Context: an optimization exercise on an open-source flow, tuned for small area. The choices shown serve that exercise and are no tape-out recipe.
Only simulation tests tie the RTL to the original design; equivalence was not proved.
Power figures rest on the tool's default switching activity, not on a simulated workload.

// audio_sequencer_timing_fsm
module audio_sequencer_timing_fsm (
    input  wire        clk,
    input  wire        rst,             
    input  wire [11:0] spt_i,
    input  wire [4:0]  loop_bars_i,
    input  wire [35:0] pan_i,
    input  wire [47:0] vol_i,
    input  wire [17:0] smp_i,
    input  wire [95:0] len_i,
    input  wire        start_i,
    input  wire        complete_i,
    output wire        stream_start_o,
    output wire [1:0]  stream_slot_o,
    output wire        ring_we_o,
    output wire [1:0]  ring_slot_o,
    output wire [4:0]  ring_frame_o,
    output wire [31:0] ring_wdata_o,
    output wire        song_re_o,
    output wire [3:0]  song_b_o,
    input  wire [2:0]  song_d_i,
    output wire        pat_re_o,
    output wire [2:0]  pat_p_o,
    output wire [2:0]  pat_v_o,
    output wire [6:0]  pat_t_o,
    input  wire [7:0]  pat_d_i,
    output wire        samp_re_o,
    output wire [2:0]  samp_k_o,
    output wire [11:0] samp_i_o,
    input  wire [15:0] samp_d_i
);
    localparam [3:0] R_WRITE = 4'd8,
                     R_WAIT  = 4'd9,
                     R_BOOT  = 4'd11;    
    reg  [5:0] hv;        
    reg  [3:0] rc;        
    wire h5      = hv[5];
    wire idle    = rc[3];
    wire boot    = rc[3] & rc[1];
    wire may_fill;
    wire [3:0] rc_inc;
    rinc #(.W(4)) u_rinc (.a(rc), .ci(1'b1), .s(rc_inc));
    always @(posedge clk) begin
        if (rst) begin
            hv   <= 6'b000001;
            rc   <= R_BOOT;
        end else begin
            hv <= {hv[4:0], hv[5]};
            if (h5) begin
  ...
Size: ~990 cells after synthesis, ~190 flip-flops, about 10000 sq um of cells after synthesis.
export LEC_CHECK = 0
export CAP_MARGIN = 0
export CORE_MARGIN = 2
export CORE_UTILIZATION = 40
export CTS_BUF_LIST = sky130_fd_sc_hd__clkbuf_8
export CTS_CLUSTER_DIAMETER = 30
export CTS_CLUSTER_SIZE = 10
export PLACE_DENSITY = 0.6
export SLEW_MARGIN = 0
create_clock -name core_clock -period 14.0 [get_ports {clk}]
standard.sh (not shown) runs the stock make flow with config.mk's settings and CLKGATE_MAP_FILE= SYNTH_SCRIPT=/design/flow/synth_recipe.tcl, a recipe that flattens the netlist after the stock synthesis.
==> flow/flow/run.sh <==
#!/bin/bash
# Standard ORFS layout with two changes:
#  - synthesis maps the logic with an area-oriented ABC script (abc_area.script);
#    everything else in synthesis (registers, flattening, renaming) is the standard flow's own
#  - every port gets the smallest buffer (buf_1)
set -euo pipefail
here=$(pwd)
sed 's|^source \$::env(SCRIPTS_DIR)/synth_preamble.tcl|&\nset abc_args [lreplace $abc_args 1 1 '"$here"'/flow/abc_area.script]|' \
    "$FLOW_HOME/scripts/synth.tcl" > my_synth.tcl
sed "s|source \$::env(SCRIPTS_DIR)/synth.tcl|source $here/my_synth.tcl|" synth_recipe.tcl > my_synth_recipe.tcl
sed "s|SYNTH_SCRIPT=[^ ]*|SYNTH_SCRIPT=$here/my_synth_recipe.tcl|" standard.sh > my_standard.sh
export BUFFER_PORTS_ARGS="-buffer_cell sky130_fd_sc_hd__buf_1"
bash my_standard.sh > standard.log 2>&1
==> flow/flow/abc_area.script <==
&get -n
&st
&dch -x
&nf -R 1000 -p -F 10 -C 32 -E 50
&put
topo
The first run produced a clean layout.
Next try:
--- a/flow/config.mk
+++ b/flow/config.mk
@@ -10 +10 @@
-export CORE_UTILIZATION = 40
+export CORE_UTILIZATION = 50
@@ -14 +14 @@
-export PLACE_DENSITY = 0.6
+export PLACE_DENSITY = 0.7
The new run finished with timing, DRC and antenna clean. Power came out lower by 1.3%. Count of clock-buffer cells in the layout is unchanged. Utilization went up by 11 points. Final cell count shrinks by 3.7%. Final area decreases by 0.88%. Critical path depth grows by 2. Wire length fell by 1.3%.
Next try:
==> flow/flow/abc_area.script (replaced) <==
&get -n
&st
&dch -x
&nf -R 1000 -p -F 10 -C 32
&put
topo
--- a/flow/config.mk
+++ b/flow/config.mk
@@ -10 +10 @@
-export CORE_UTILIZATION = 50
+export CORE_UTILIZATION = 40
@@ -14 +14 @@
-export PLACE_DENSITY = 0.7
+export PLACE_DENSITY = 0.6
Routed wire length climbs by 0.77%.
Clock skew fell by 0.0068 ns.
Global-route usage came out lower by 4.6 points.
Setup slack is better by 0.79 ns.
Die area increases by 26%.
Combinational power stays flat.
Next try:
--- a/flow/config.mk
+++ b/flow/config.mk
@@ -8 +8 @@
-export CAP_MARGIN = 0
+export CAP_MARGIN = 20
@@ -15 +15 @@
-export SLEW_MARGIN = 0
+export SLEW_MARGIN = 20
The changed run completed with no timing, DRC or antenna violations; total power stays the same; non-clock buffer count stays the same; critical path depth does not change; utilization stays the same; synthesized area stays the same; global-route usage stays the same; cell area does not change; via count does not change; synthesized cell count is unchanged; first-iteration DRC count stays the same.

[re-timing with driven ports]
No port has a modelled driver above. Below, the same layouts with a new extraction and two added sets of constraints. Step 1 (the two cells are an assumption about what drives the block):
set clk [get_ports {clk}]
set_driving_cell -lib_cell sky130_fd_sc_hd__clkbuf_16 $clk
set_driving_cell -lib_cell sky130_fd_sc_hd__buf_2 [delete_from_list [all_inputs] $clk]
Step 2 moves the port delays by t, midway between the first and last clock arrival at a register: inputs arrive t later, outputs are due t later. That takes back most of the time a late clock gives input paths. a / b / c = no drivers / after step 1 / after step 2; a / b = the first two.
run	t, ns	setup slack, ns	worst setup path at the end	clock arrival spread, ns	pins driven straight from the clock port
the first run	0.494	2.264 / 2.289 / 1.794	input to register	0.016 / 0.017	1
the second run	0.512	2.034 / 2.058 / 1.547	input to register	0.022 / 0.023	1
the third run	0.496	2.823 / 2.842 / 2.346	input to register	0.017 / 0.017	1
the fourth run	0.496	2.823 / 2.842 / 2.346	input to register	0.017 / 0.017	1
After both steps every run listed still meets setup and hold. The setup slack of the second run, which loses most, moves by +0.024 ns with the drivers and by -0.487 ns with both steps.
